Context: an optimization exercise on an open-source flow, tuned for a short achievable clock period and few clock cycles. The choices shown serve that exercise and are no tape-out recipe.
Function was not checked in any run shown here: the RTL went through the layout flow alone.
Power and IR drop assume default switching activity.

===== flow/run.sh =====
#!/bin/bash
# synth_recipe.tcl (not shown) runs the flow's synth.tcl, then flattens the netlist and writes it again
# the make line also repeats each setting of config.mk as NAME=value (left out here)
make -C /OpenROAD-flow-scripts/flow DESIGN_CONFIG=/design/flow/config.mk WORK_HOME=/design/flow/orfs CLKGATE_MAP_FILE= SYNTH_SCRIPT=/design/flow/synth_recipe.tcl finish

===== flow/config.mk =====
export PLATFORM = sky130hd
export DESIGN_NAME = cs213_frame_dp
export DESIGN_NICKNAME = cs213_frame_dp
export VERILOG_FILES = /design/flow/design.v
export SDC_FILE = /design/flow/constraint.sdc
export NUM_CORES = 4
export LEC_CHECK = 0
export ABC_CLOCK_PERIOD_IN_PS = 2000
export CAP_MARGIN = 20
export CORE_MARGIN = 2
export CORE_UTILIZATION = 40
export SETUP_SLACK_MARGIN = 3.0
export SLEW_MARGIN = 20

===== flow/constraint.sdc =====
create_clock -name core_clock -period 5.0 [get_ports {clk}]
set_input_delay 1.0000 -clock core_clock [delete_from_list [all_inputs] [get_ports {clk}]]
set_output_delay 1.0000 -clock core_clock [all_outputs]
set_load 0.01 [all_outputs]

===== flow/design.v =====
module cs213_frame_dp (
    input              clk,
    input              rst,
    input              start,
    output             start_ready,
    input      [15:0]  cfg_key,
    input              cfg_enc,
    input              cfg_comp,
    input              cfg_cks,
    input      [15:0]  cfg_sum,
    input      [15:0]  cfg_stored,
    input      [19:0]  cfg_orig,
    input      [127:0] cfg_dict,
    input              in_valid,
    input      [7:0]   in_data,
    output             in_ready,
    output             out_valid,
    output     [7:0]   out_data,
    input              out_ready,
    output             done,
    output     [2:0]   err,
    output     [15:0]  checksum,
    output     [19:0]  out_count
);
    localparam [2:0] E_OK        = 3'd0,
                     E_INTEGRITY = 3'd2,
                     E_SIZE      = 3'd3,
                     E_TRUNC     = 3'd6;
    localparam [7:0] SENTINEL = 8'h07;
    localparam FAW  = 4;                 
    localparam FD   = 1 << FAW;          
    localparam ROOM = FD - 6;            
    localparam RAW  = 2;                 
    localparam RD   = 1 << RAW;          
    function [15:0] lfsr_step;
        input [15:0] s;
        begin
            lfsr_step = {s[0] ^ s[6] ^ s[9] ^ s[13], s[15:1]};
        end
    endfunction
    integer i;
    reg          start_ready_r;
    reg [15:0]   c_ks;
    reg          c_comp, c_cks;
    reg [15:0]   c_sum;
    reg [15:0]   c_stored;
    reg          c_empty;
    reg [19:0]   c_orig;
    reg [127:0]  c_dict;
    always @(posedge clk) begin
        if (start_ready_r) begin
            c_ks     <= cfg_enc ? lfsr_step(cfg_key) : 16'd0;
            c_comp   <= cfg_comp;
            c_cks    <= cfg_cks;
            c_sum    <= cfg_sum;
            c_stored <= cfg_stored;
            c_empty  <= (cfg_stored == 16'd0);
            c_orig   <= cfg_orig;
            c_dict   <= cfg_dict;
        end
    end
    reg          a_act;        
    reg [15:0]   a_rem;        
    reg          in_ready_r;
    reg          a_comp, a_cks;
    reg [15:0]   a_sum;
    reg [19:0]   a_orig;
    reg [7:0]    a_dict [0:15];
    reg [15:0]   ks;           
    reg          phase;        
    reg          f0, f1, f2, f3;
    reg          f_sumbad, f_trunc, f_sizebad;
    reg          b_v;
    reg          b_last;
    reg [7:0]    b_d;
    reg          d_v;
    reg          d_last;
    reg [7:0]    d_db;
    reg          d_is07, d_is00, d_hinz;
    reg          t_v;
    reg          t_last;
    reg          t_eof;
    reg [7:0]    t_byte;
    reg [3:0]    t_cnt;
    reg          esc;          
    reg [7:0]    cs_lo, cs_hi;
    reg          cs_c;
    reg [7:0]    oc_lo;
    reg [11:0]   oc_hi;
    reg          oc_c;
    reg [12:0]   tf_mem [0:FD-1];    
    reg [FAW-1:0] tf_wp, tf_rp;
    reg [FAW:0]  tf_cnt;
    reg [38:0]   rf_mem [0:RD-1];    
    reg [RAW-1:0] rf_wp, rf_rp;
    reg [RAW:0]  rf_cnt;
    wire rf_full  = (rf_cnt == RD);
    wire fin_go   = f3 && !rf_full;
    wire load_a   = !start_ready_r && (!a_act || fin_go);
    wire in_fire  = in_valid && in_ready_r;
    wire room     = (tf_cnt <= ROOM);
    wire [7:0] pad = phase ? ks[15:8] : ks[7:0];
    wire [7:0] db  = b_d ^ pad;
    reg        tok_w;
    reg [7:0]  tok_byte;
    reg [3:0]  tok_cnt;
    reg        esc_next;
    always @(*) begin
        tok_w    = 1'b0;
        tok_byte = d_db;
        tok_cnt  = 4'd1;
        esc_next = 1'b0;
        if (!a_comp) begin
            tok_w = 1'b1;
        end else if (!esc) begin
            if (d_is07)
                esc_next = 1'b1;
            else
                tok_w = 1'b1;
        end else begin
            if (d_is00) begin
                tok_w    = 1'b1;
                tok_byte = SENTINEL;
            end else if (d_hinz) begin
                tok_w    = 1'b1;
                tok_byte = a_dict[d_db[3:0]];
                tok_cnt  = d_db[7:4];
            end
        end
    end
    reg          cur_v;
    reg          cur_eof;
    reg [3:0]    cur_cnt;
    reg [7:0]    cur_byte;
    reg          s_v;
    reg          s_eof;
    reg [7:0]    s_d;
    reg          o_v;
    reg          o_done;
    reg [7:0]    o_d;
    reg [38:0]   o_res;
    wire tf_empty  = (tf_cnt == 0);
    wire prod_fire = cur_v && !s_v;
    wire cur_free  = !cur_v || (prod_fire && (cur_eof || cur_cnt == 4'd1));
    wire tf_re     = cur_free && !tf_empty;
    wire [12:0] tf_head = tf_mem[tf_rp];
    wire o_busy    = (o_v && !out_ready) || (o_done && (s_v ? s_eof : cur_eof));
    wire o_load_s  = !o_busy && s_v;
    wire o_load_c  = !o_busy && !s_v && cur_v;
    always @(posedge clk) begin
        if (rst) begin
            start_ready_r <= 1'b1;
            a_act      <= 1'b0;
            in_ready_r <= 1'b0;
            f0         <= 1'b0;
            f1         <= 1'b0;
            f2         <= 1'b0;
            f3         <= 1'b0;
            b_v        <= 1'b0;
            d_v        <= 1'b0;
            t_v        <= 1'b0;
            d_last     <= 1'b0;
            t_last     <= 1'b0;
            tf_wp      <= 0;
            tf_rp      <= 0;
            tf_cnt     <= 0;
            rf_wp      <= 0;
            rf_rp      <= 0;
            rf_cnt     <= 0;
            cur_v      <= 1'b0;
            s_v        <= 1'b0;
            o_v        <= 1'b0;
            o_done     <= 1'b0;
        end else begin
            if (start_ready_r) begin
                if (start)
                    start_ready_r <= 1'b0;
            end else if (load_a) begin
                start_ready_r <= 1'b1;
            end
            b_v <= in_fire;
            d_v <= b_v;
            t_v <= (d_v && tok_w) || (f2 && !f3 && room);
            d_last <= b_v && b_last;
            t_last <= d_v && d_last;
            f1 <= (t_v || t_last) ? t_last : (f0 && !load_a);
            f0 <= load_a && c_empty;
            if (f1)
                f2 <= 1'b1;
            if (f2 && room)
                f3 <= 1'b1;
            if (fin_go) begin
                f2 <= 1'b0;
                f3 <= 1'b0;
            end
            if (load_a) begin
                a_act      <= 1'b1;
                a_rem      <= c_stored;
                in_ready_r <= !c_empty && room;
            end else begin
                if (fin_go)
                    a_act <= 1'b0;
                if (in_fire) begin
                    a_rem      <= a_rem - 16'd1;
                    in_ready_r <= (a_rem != 16'd1) && room;
                end else begin
                    in_ready_r <= a_act && (a_rem != 16'd0) && room;
                end
            end
            if (t_v)
                tf_wp <= tf_wp + 1'b1;
            if (tf_re)
                tf_rp <= tf_rp + 1'b1;
            tf_cnt <= tf_cnt + t_v - tf_re;
            if (fin_go)
                rf_wp <= rf_wp + 1'b1;
            if (o_done)
                rf_rp <= rf_rp + 1'b1;
            rf_cnt <= rf_cnt + fin_go - o_done;
            if (cur_free)
                cur_v <= !tf_empty;
            if (!o_busy)
                s_v <= 1'b0;
            else if (prod_fire)
                s_v <= 1'b1;
            if (!o_busy) begin
                o_v    <= s_v ? !s_eof : (cur_v && !cur_eof);
                o_done <= s_v ? s_eof : (cur_v && cur_eof);
            end else begin
                o_done <= 1'b0;
            end
        end
        if (load_a) begin
            a_comp <= c_comp;
            a_cks  <= c_cks;
            a_sum  <= c_sum;
            a_orig <= c_orig;
            for (i = 0; i < 16; i = i + 1)
                a_dict[i] <= c_dict[8*i +: 8];
            ks     <= c_ks;
            phase  <= 1'b0;
            esc    <= 1'b0;
            cs_lo  <= 8'd0;
            cs_hi  <= 8'd0;
            cs_c   <= 1'b0;
            oc_lo  <= 8'd0;
            oc_hi  <= 12'd0;
            oc_c   <= 1'b0;
        end else begin
            if (b_v) begin
                phase <= !phase;
                if (phase)
                    ks <= lfsr_step(ks);
                {cs_c, cs_lo} <= {1'b0, cs_lo} + {1'b0, b_d};
            end else begin
                cs_c <= 1'b0;
            end
            cs_hi <= cs_hi + {7'd0, cs_c};
            if (d_v)
                esc <= esc_next;
            if (t_v && !t_eof)
                {oc_c, oc_lo} <= {1'b0, oc_lo} + {5'd0, t_cnt};
            else
                oc_c <= 1'b0;
            oc_hi <= oc_hi + {11'd0, oc_c};
        end
        b_d    <= in_data;
        b_last <= (a_rem == 16'd1);
        d_db   <= db;
        d_is07 <= (db == SENTINEL);
        d_is00 <= (db == 8'h00);
        d_hinz <= (db[7:4] != 4'd0);
        t_eof  <= !d_v;
        t_byte <= tok_byte;
        t_cnt  <= d_v ? tok_cnt : 4'd0;
        f_sumbad  <= a_cks && ({cs_hi, cs_lo} != a_sum);
        f_trunc   <= a_comp && esc;
        f_sizebad <= ({oc_hi, oc_lo} != a_orig);
        if (t_v)
            tf_mem[tf_wp] <= {t_eof, t_cnt, t_byte};
        if (fin_go)
            rf_mem[rf_wp] <= {f_sumbad ? E_INTEGRITY : f_trunc ? E_TRUNC :
                              f_sizebad ? E_SIZE : E_OK,
                              cs_hi, cs_lo, oc_hi, oc_lo};
        if (cur_free)
            {cur_eof, cur_cnt, cur_byte} <= tf_head;
        else if (prod_fire)
            cur_cnt <= cur_cnt - 4'd1;
        if (o_busy && prod_fire) begin
            s_eof <= cur_eof;
            s_d   <= cur_byte;
        end
        if (o_load_s)
            o_d <= s_d;
        else if (o_load_c)
            o_d <= cur_byte;
        o_res <= rf_mem[rf_rp];
    end
    assign start_ready = start_ready_r;
    assign in_ready    = in_ready_r;
    assign out_valid   = o_v;
    assign out_data    = o_d;
    assign done        = o_done;
    assign err         = o_res[38:36];
    assign checksum    = o_res[35:20];
    assign out_count   = o_res[19:0];
endmodule

==> flow_metrics.env, run 1 <==
export IMPL_nNetsFinal=2573
export IMPL_busiest_layer="met2"
export IMPL_fillCellCount=7081
export IMPL_cts_buffers=97
export IMPL_yosysTopAreaCellShare_pct=68.3
export IMPL_cap_viol_max_count=0
export IMPL_hold_start="c_dict[59]$_DFFE_PP_"
export IMPL_synth_mux_area_share_pct=8.25
export IMPL_io_pins=263
export IMPL_gr_total_overflow=0
export IMPL_synthDistinctLibCells=71
export IMPL_grt_pass1_vias=18703
export IMPL_syn_nets=2186
export IMPL_grt_max_degree=82
export IMPL_hp_class="reg -> reg"
export IMPL_drc=0
export IMPL_ys_flop_type="edfxtp_1"
export IMPL_die_w_um=299
export IMPL_grt_use_met1_pct=21.8
export IMPL_clk_pin_slew_ns=0.06
export IMPL_synth_top_family_by_area="multiplexers"
export IMPL_ys_ff_latch=946
export IMPL_fp_row_count=108
export IMPL_ys_warn_count=2
export IMPL_tightestPinTransition_ns=0.924
export IMPL_cts_tree="yes"
export IMPL_ys_seq_area_share_pct=77.2
export IMPL_critPathTopFamily="adder cells"
export IMPL_drt_wirelength_per_cell_um=21.8
export IMPL_cts_root_buffer="clkbuf_16"
export IMPL_antenna_found_initial=1
export IMPL_syn_cell_area_um2=34800
export IMPL_port_buffers=262
export IMPL_drtAntennaViolNets=0
export IMPL_start_util_pct=40.2
export IMPL_avgSynthCellArea_um2=18.0
export IMPL_cp_startpoint="cur_cnt[1]$_DFFE_PP_"
export IMPL_reg2reg_from="cur_cnt[1]$_DFFE_PP_"
export IMPL_place_area_um2=38800
export IMPL_hpwl_mm=46.9
export IMPL_final_util_pct=50.5
export IMPL_fin_crit_ns=2.50
export IMPL_area_growth_pct=25.5
export IMPL_synth_fa_ha_area_share_pct=1.67
export IMPL_synth_area_top_cells="edfxtp_1 (68%), dfxtp_1 (8.9%), mux4_2 (6.7%)"
export IMPL_path_class="reg -> reg"
export IMPL_p_leak_nw=14.7
export IMPL_die_y_um=299
export IMPL_fp_dieArea_um2=89300
export IMPL_clock_fmax_mhz=400
export IMPL_synth_edf_count=791
export IMPL_whs_ns=0.407
export IMPL_setup_viol=0
export IMPL_max_slew_margin_pct=38.4
export IMPL_fin_ws_ns=2.50
export IMPL_hold_viol=0
export IMPL_drtPass1Iterations=5
export IMPL_gp_congestion=0.806
export IMPL_synthSimpleGateAreaFrac_pct=5.66
export IMPL_n_antenna_cell=0
export IMPL_status="finished clean"
export IMPL_via_per_inst=5.04
export IMPL_grt_use_met2_pct=29.7
export IMPL_critPathLaunchType="flop"
export IMPL_yosys_area_top_type="edfxtp_1"
export IMPL_slowest_stage="edfxtp_1"
export IMPL_period_share_pct=50.0
export IMPL_layout_drive_gt1_share_pct=24.0
export IMPL_arrival_ns=3.01
export IMPL_drt_initial_drc_count=1407
export IMPL_postLayoutCellArea_um2=43600
export IMPL_syn_inst=1930
export IMPL_ctsLongestPathBuffers=3
export IMPL_setup_tns_ns=0
export IMPL_end_kind="flop"
export IMPL_synth_compound_area_share_pct=3.41
export IMPL_cts_htree_levels=3
export IMPL_grt_pass1_wl_mm=114
export IMPL_power_density_nw_per_um2=473
export IMPL_finClkSkew_ns=0.0496
export IMPL_vias=17931
export IMPL_cp_num_buf_inv=3
export IMPL_ir_worst_vdd_mv=0.288
export IMPL_totalWireLength_mm=77.5
export IMPL_required_ns=5.50
export IMPL_clock_sinks=946
export IMPL_grtUsageTotal_pct=17.0
export IMPL_cp_cell_sequence="inv_2, ha_2, nor3b_2, o21ai_2, a21oi_2, ha_4, inv_4, ha_4, inv_2, fa_2, nor2_2, nor2_1, o21bai_1, xnor2_1, nor2_1"
export IMPL_coreArea_um2=86500
export IMPL_ys_async_sr_fraction_pct=0
export IMPL_cpPeakStageDelay_ns=0.40
export IMPL_synthXorXnorAreaFrac_pct=2.44
export IMPL_pre_cts_ws_ns=2.26
export IMPL_rsz0062_at_grt="yes"
export IMPL_grt_util_met3_pct=2.99
export IMPL_maxSlewViolCount=0
export IMPL_clk_latency_ns=0.68
export IMPL_worst_path_max_fanout=2
==> cells in the mapped netlist, drive strengths merged (33+ instances only) <==
| library cell | count |
|---|---|
| edfxtp | 791 |
| dfxtp | 155 |
| nand2 | 104 |
| mux4 | 103 |
| nor2 | 95 |
| xnor2 | 69 |
| and2 | 46 |
| a21oi | 45 |
| inv | 43 |
| clkbuf | 40 |
| ha | 40 |
| o21ai | 40 |
| nand3 | 33 |
==> sequential cells by signal, summed over array words and instances (netlist names), 20 cells and up, named ones only <==
name / count
c_dict: 128
a_dict: 128
o_res: 39
c_orig: 20
a_orig: 20
tf_mem: 208
rf_mem: 156
==> report_power, final <==
group	switching (mW)	internal (mW)
logic	1.57	1.80
clock network	3.09	4.31
registers	0.499	9.35
total	5.17	15.5
==> cell families after synthesis <==
logic type,after synthesis
AO/OA/AOI/OAI,178
XOR/XNOR,97
adder cells (fa/ha/maj),44
buffers and inverters,115
flip-flops,946
multiplexers,155
AND/OR/NAND/NOR,395
==> cells in the final DEF, fill, tap and decap left out, drive strengths merged, types with 18 or more instances in the layout <==
cell type	n
a21oi	45
and2	46
and3	18
buf	141
clkbuf	124
clkdlybuf4s50	209
clkinv	39
dfxtp	155
edfxtp	791
ha	40
inv	45
mux2	24
mux2i	28
mux4	103
nand2	104
nand3	33
nor2	95
nor2b	20
o21ai	40
xnor2	69
xor2	28
==> metal layers <==
layer  vias to the layer above  share of wire (%)
li1                       8224                  -
met1                      9089                 41
met2                       502                 51
met3                       114                4.8
met4                         2                2.4
met5                         -              0.014
==> worst reg2reg max path, delay by kind of cell (launching register included) <==
family | cells | cell delay, ns
AOI/OAI and AO/OA | 3 | 0.46
xor gates and xnor gates | 1 | 0.14
adders and majority gates | 4 | 0.86
buffers and inverters | 3 | 0.18
DFF | 1 | 0.40
and+or+nand+nor | 4 | 0.35
==> layout make-up <==
cell class	count	area, um2	area share, %
Clock buffer	120	2550	5.85
Clock inverter	63	808	1.85
Inverter	44	209	0.479
Multi-Input combinational cell	869	7860	18.0
Sequential cell	946	27000	61.8
Tap cell	1155	1450	3.31
Timing Repair Buffer	357	3770	8.64
Timing Repair inverter	2	17.5	0.0401
==> through the flow <==
| step | cells | power [mW] |
|---|---|---|
| finish | 3556 | 20.6 |
| global route | 3556 | 21.5 |
| CTS | 3520 | 20.5 |
| detailed placement | 3292 | 12.7 |
| global placement | 3292 | 12.6 |
| floorplan | 1930 | 11.6 |
==> what timing repair did <==
action / 4_1_cts / 5_1_grt
resized for setup: 347 / 79
pin swaps: 18 / 21
hold buffers: 0 / 0
endpoints found under the setup margin: 693 / 266
cloned: 6 / 4
setup buffers: 39 / 32
==> worst paths after layout <==
path | end | slack, ns | cells past startpoint
setup reg to reg | tf_cnt[4]$_SDFF_PP0_ | 2.50 | 15
setup / recovery | tf_cnt[4]$_SDFF_PP0_ | 2.50 | 15
hold / removal | a_dict[7][3]$_DFFE_PP_ | 0.41 | 0
hold reg to reg | a_dict[7][3]$_DFFE_PP_ | 0.41 | 0
==> run 2: changes to the inputs <==
--- a/flow/config.mk
+++ b/flow/config.mk
@@ -5,9 +5,10 @@
 export SDC_FILE = /design/flow/constraint.sdc
 export NUM_CORES = 4
 export LEC_CHECK = 0
-export ABC_CLOCK_PERIOD_IN_PS = 2000
+export ABC_CLOCK_PERIOD_IN_PS = 1500
 export CAP_MARGIN = 20
 export CORE_MARGIN = 2
 export CORE_UTILIZATION = 40
-export SETUP_SLACK_MARGIN = 3.0
+export SETUP_SLACK_MARGIN = 3.2
 export SLEW_MARGIN = 20
+export TNS_END_PERCENT = 100
==> flow_metrics.env, run 2 <==
export IMPL_avgSynthCellArea_um2=18.0
export IMPL_worst_path_stages=15
export IMPL_cts_buffers=96
export IMPL_nNetsFinal=2650
export IMPL_fin_crit_ns=2.54
export IMPL_ys_async_sr_fraction_pct=0
export IMPL_gr_total_overflow=0
export IMPL_clock_fmax_mhz=394
export IMPL_whs_ns=0.413
export IMPL_hp_class="reg -> reg"
export IMPL_dp_cells=3293
export IMPL_area_growth_pct=30.1
export IMPL_p_leak_nw=15.5
export IMPL_fin_ws_ns=2.46
export IMPL_yosysTopAreaCellShare_pct=68.3
export IMPL_coreArea_um2=86500
export IMPL_cap_viol_max_count=0
export IMPL_mostFrequentLayoutCells="edfxtp_1 (791), clkdlybuf4s50_1 (209), clkbuf_16 (110)"
export IMPL_largest_reg_flops=208
export IMPL_gp_congestion=0.840
export IMPL_cts_tree="yes"
export IMPL_ys_flop_type="edfxtp_1"
export IMPL_arrival_ns=3.06
export IMPL_power_total_mw=21.1
export IMPL_cpPeakStageDelay_ns=0.40
export IMPL_hold_viol=0
export IMPL_ys_warn_count=2
export IMPL_fp_dieArea_um2=89300
export IMPL_die_y_um=299
export IMPL_critPathTopFamily="adder cells"
export IMPL_drt_initial_drc_count=1501
export IMPL_grt_max_degree=163
export IMPL_worst_path_max_fanout=2
export IMPL_swShare_pct=25.2
export IMPL_top_regs="tf_mem: 208 flops, rf_mem: 156 flops"
export IMPL_p_switching_mw=5.32
export IMPL_synthDistinctLibCells=71
export IMPL_vias=18518
export IMPL_power_frac_comb_pct=18.0
export IMPL_pre_cts_ws_ns=1.74
export IMPL_cts_htree_levels=3
export IMPL_synth_edf_count=791
export IMPL_clock_sinks=946
export IMPL_clk_pin_slew_ns=0.06
export IMPL_grt_pass1_wl_mm=117
export IMPL_clk_latency_ns=0.67
export IMPL_period_share_pct=50.8
export IMPL_status="finished clean"
export IMPL_hold_buffers=0
export IMPL_antenna_found_initial=2
export IMPL_maxSlewViolCount=0
export IMPL_required_ns=5.52
export IMPL_io_pins=263
export IMPL_fp_row_count=108
export IMPL_finClkSkew_ns=0.0395
export IMPL_via_per_inst=5.10
export IMPL_yosys_area_top_type="edfxtp_1"
export IMPL_max_slew_margin_pct=23.0
export IMPL_grtUsageTotal_pct=17.5
export IMPL_hpwl_mm=47.9
export IMPL_holdPathStages=0
export IMPL_cp_cell_sequence="inv_2, ha_4, nor3b_4, o21ai_2, a21oi_2, ha_4, inv_2, ha_4, inv_2, fa_2, nor2_1, nor2_1, o21bai_1, xnor2_1, nor2_1"
export IMPL_cp_num_buf_inv=3
export IMPL_top_register="tf_mem"
export IMPL_totalWireLength_mm=81.9
export IMPL_cts_root_buffer="clkbuf_16"
export IMPL_instances_no_fill=3634
export IMPL_ys_seq_area_share_pct=77.2
export IMPL_synth_area_top_cells="edfxtp_1 (68%), dfxtp_1 (8.9%), mux4_2 (6.7%)"
export IMPL_drt_wirelength_per_cell_um=22.5
export IMPL_layout_drive_gt1_share_pct=29.8
export IMPL_ctsLongestPathBuffers=3
export IMPL_syn_nets=2186
export IMPL_path_class="reg -> reg"
export IMPL_yosys_top_cells_count="edfxtp_1 (791), dfxtp_1 (155), nand2_1 (104)"
export IMPL_die_w_um=299
export IMPL_p_clk_share_pct=35.2
export IMPL_slowest_stage="edfxtp_1"
export IMPL_rsz0062_at_grt="yes"
export IMPL_drtPass1Iterations=5
export IMPL_power_density_nw_per_um2=466
export IMPL_ir_worst_vdd_mv=0.316
export IMPL_syn_inst=1930
export IMPL_ff2ff_path_depth=15
export IMPL_grt_pass1_vias=19017
export IMPL_tightestPinTransition_ns=1.15
export IMPL_layout_commonest_cell="edfxtp_1"
export IMPL_start_util_pct=40.2
export IMPL_syn_cell_area_um2=34800
export IMPL_drtAntennaViolNets=0
export IMPL_end_kind="flop"
export IMPL_drc=0
export IMPL_internal_power_mw=15.8
export IMPL_critPathLaunchType="flop"
export IMPL_setup_tns_ns=0
export IMPL_port_buffers=262
export IMPL_p_seq_share_pct=46.7
export IMPL_ys_ff_latch=946
export IMPL_setup_viol=0
export IMPL_synth_most_common_cell="edfxtp_1"
export IMPL_fillCellCount=6921
-- run 2: cell counts after synthesis --
Identical to the previous run, type by type.
-- run 2: metal layers --
metal	up-vias	track usage, %	wire length, um
met1	9409	22.3	32700
met3	132	2.49	4070
met5	-	0	0
met2	561	30.8	43000
li1	8416	-	-
met4	0	6.08	2100
-- run 2: through the flow --
step | cell area (um2) | util [%]
2_1_floorplan | 35100 | -
3_3_place_gp | 38900 | 44.9
3_5_place_dp | 38900 | 44.9
4_1_cts | 43800 | 50.6
5_1_grt | 45200 | 52.3
6_report | 45200 | 52.3
-- run 2: logic make-up after synthesis --
family                   Yosys count  synth area share (%)
AO/OA/AOI/OAI                    178                  3.41
flip-flops                       946                  77.2
AND/OR/NAND/NOR                  395                  5.66
XOR/XNOR                          97                  2.44
adder cells (fa/ha/maj)           44                  1.67
buffers and inverters            115                  1.34
multiplexers                     155                  8.25
-- run 2: final cells by class --
class                   count  area, um2  area share (%)
repair inverters            6        103           0.227
multi-input cells         873       8420            18.6
diodes                      2       5.00          0.0111
clock buffers             117       2520            5.57
flip-flops and latches    946      27000            59.6
repair buffers            427       4750            10.5
inverters                  44        218           0.481
clock inverters            64        793            1.75
well taps                1155       1450            3.19
-- run 2: path summary, 6_finish.rpt --
kind                                           start                     end  slack, ns
worst max-delay path            cur_cnt[1]$_DFFE_PP_    tf_cnt[4]$_SDFF_PP0_       2.46
worst min-delay path            c_dict[59]$_DFFE_PP_  a_dict[7][3]$_DFFE_PP_       0.41
worst max register to register  cur_cnt[1]$_DFFE_PP_    tf_cnt[4]$_SDFF_PP0_       2.46
worst min register to register  c_dict[59]$_DFFE_PP_  a_dict[7][3]$_DFFE_PP_       0.41
-- run 2: timing repair --
item                                    CTS  global route
pin swaps                                41            63
setup buffers                            78            43
endpoints found under the setup margin  921           399
cloned                                   14            23
endpoints found under the hold margin     0             0
resized for setup                       445           167
-- run 2: power by group through the flow --
| stage | sequential, mW | combinational [mW] | clock [mW] |
|---|---|---|---|
| 2_1_floorplan | 9.81 | 1.90 | 0 |
| 3_3_place_gp | 10.1 | 2.54 | 0 |
| 3_5_place_dp | 10.1 | 2.60 | 0 |
| 4_1_cts | 9.86 | 3.35 | 7.57 |
| 5_1_grt | 9.93 | 4.06 | 7.90 |
| 6_report | 9.86 | 3.81 | 7.44 |

-- port drivers added, routing unchanged --
The results above use ideal ports. As a check the final layouts listed here were re-extracted and re-timed, cells and wires unchanged. Step 1: set_driving_cell puts a clkbuf_16 on clk and a buf_2 on each other input, an assumption about the parent block. Step 2 also shifts input and output timing later by t, the mid clock arrival at the registers, as if the neighbouring blocks saw the same clock. Slacks: no drivers / after step 1 / after step 2; pairs: no drivers / after step 1.
run	t, ns	slack for setup (ns)	worst slew at a driven data input, ns	cell pins on the clock port's net
run 1	0.717	2.499 / 2.499 / 2.499	0.08	1
run 2	0.714	2.461 / 2.461 / 2.461	0.12	1
After both steps every run listed still meets setup and hold.
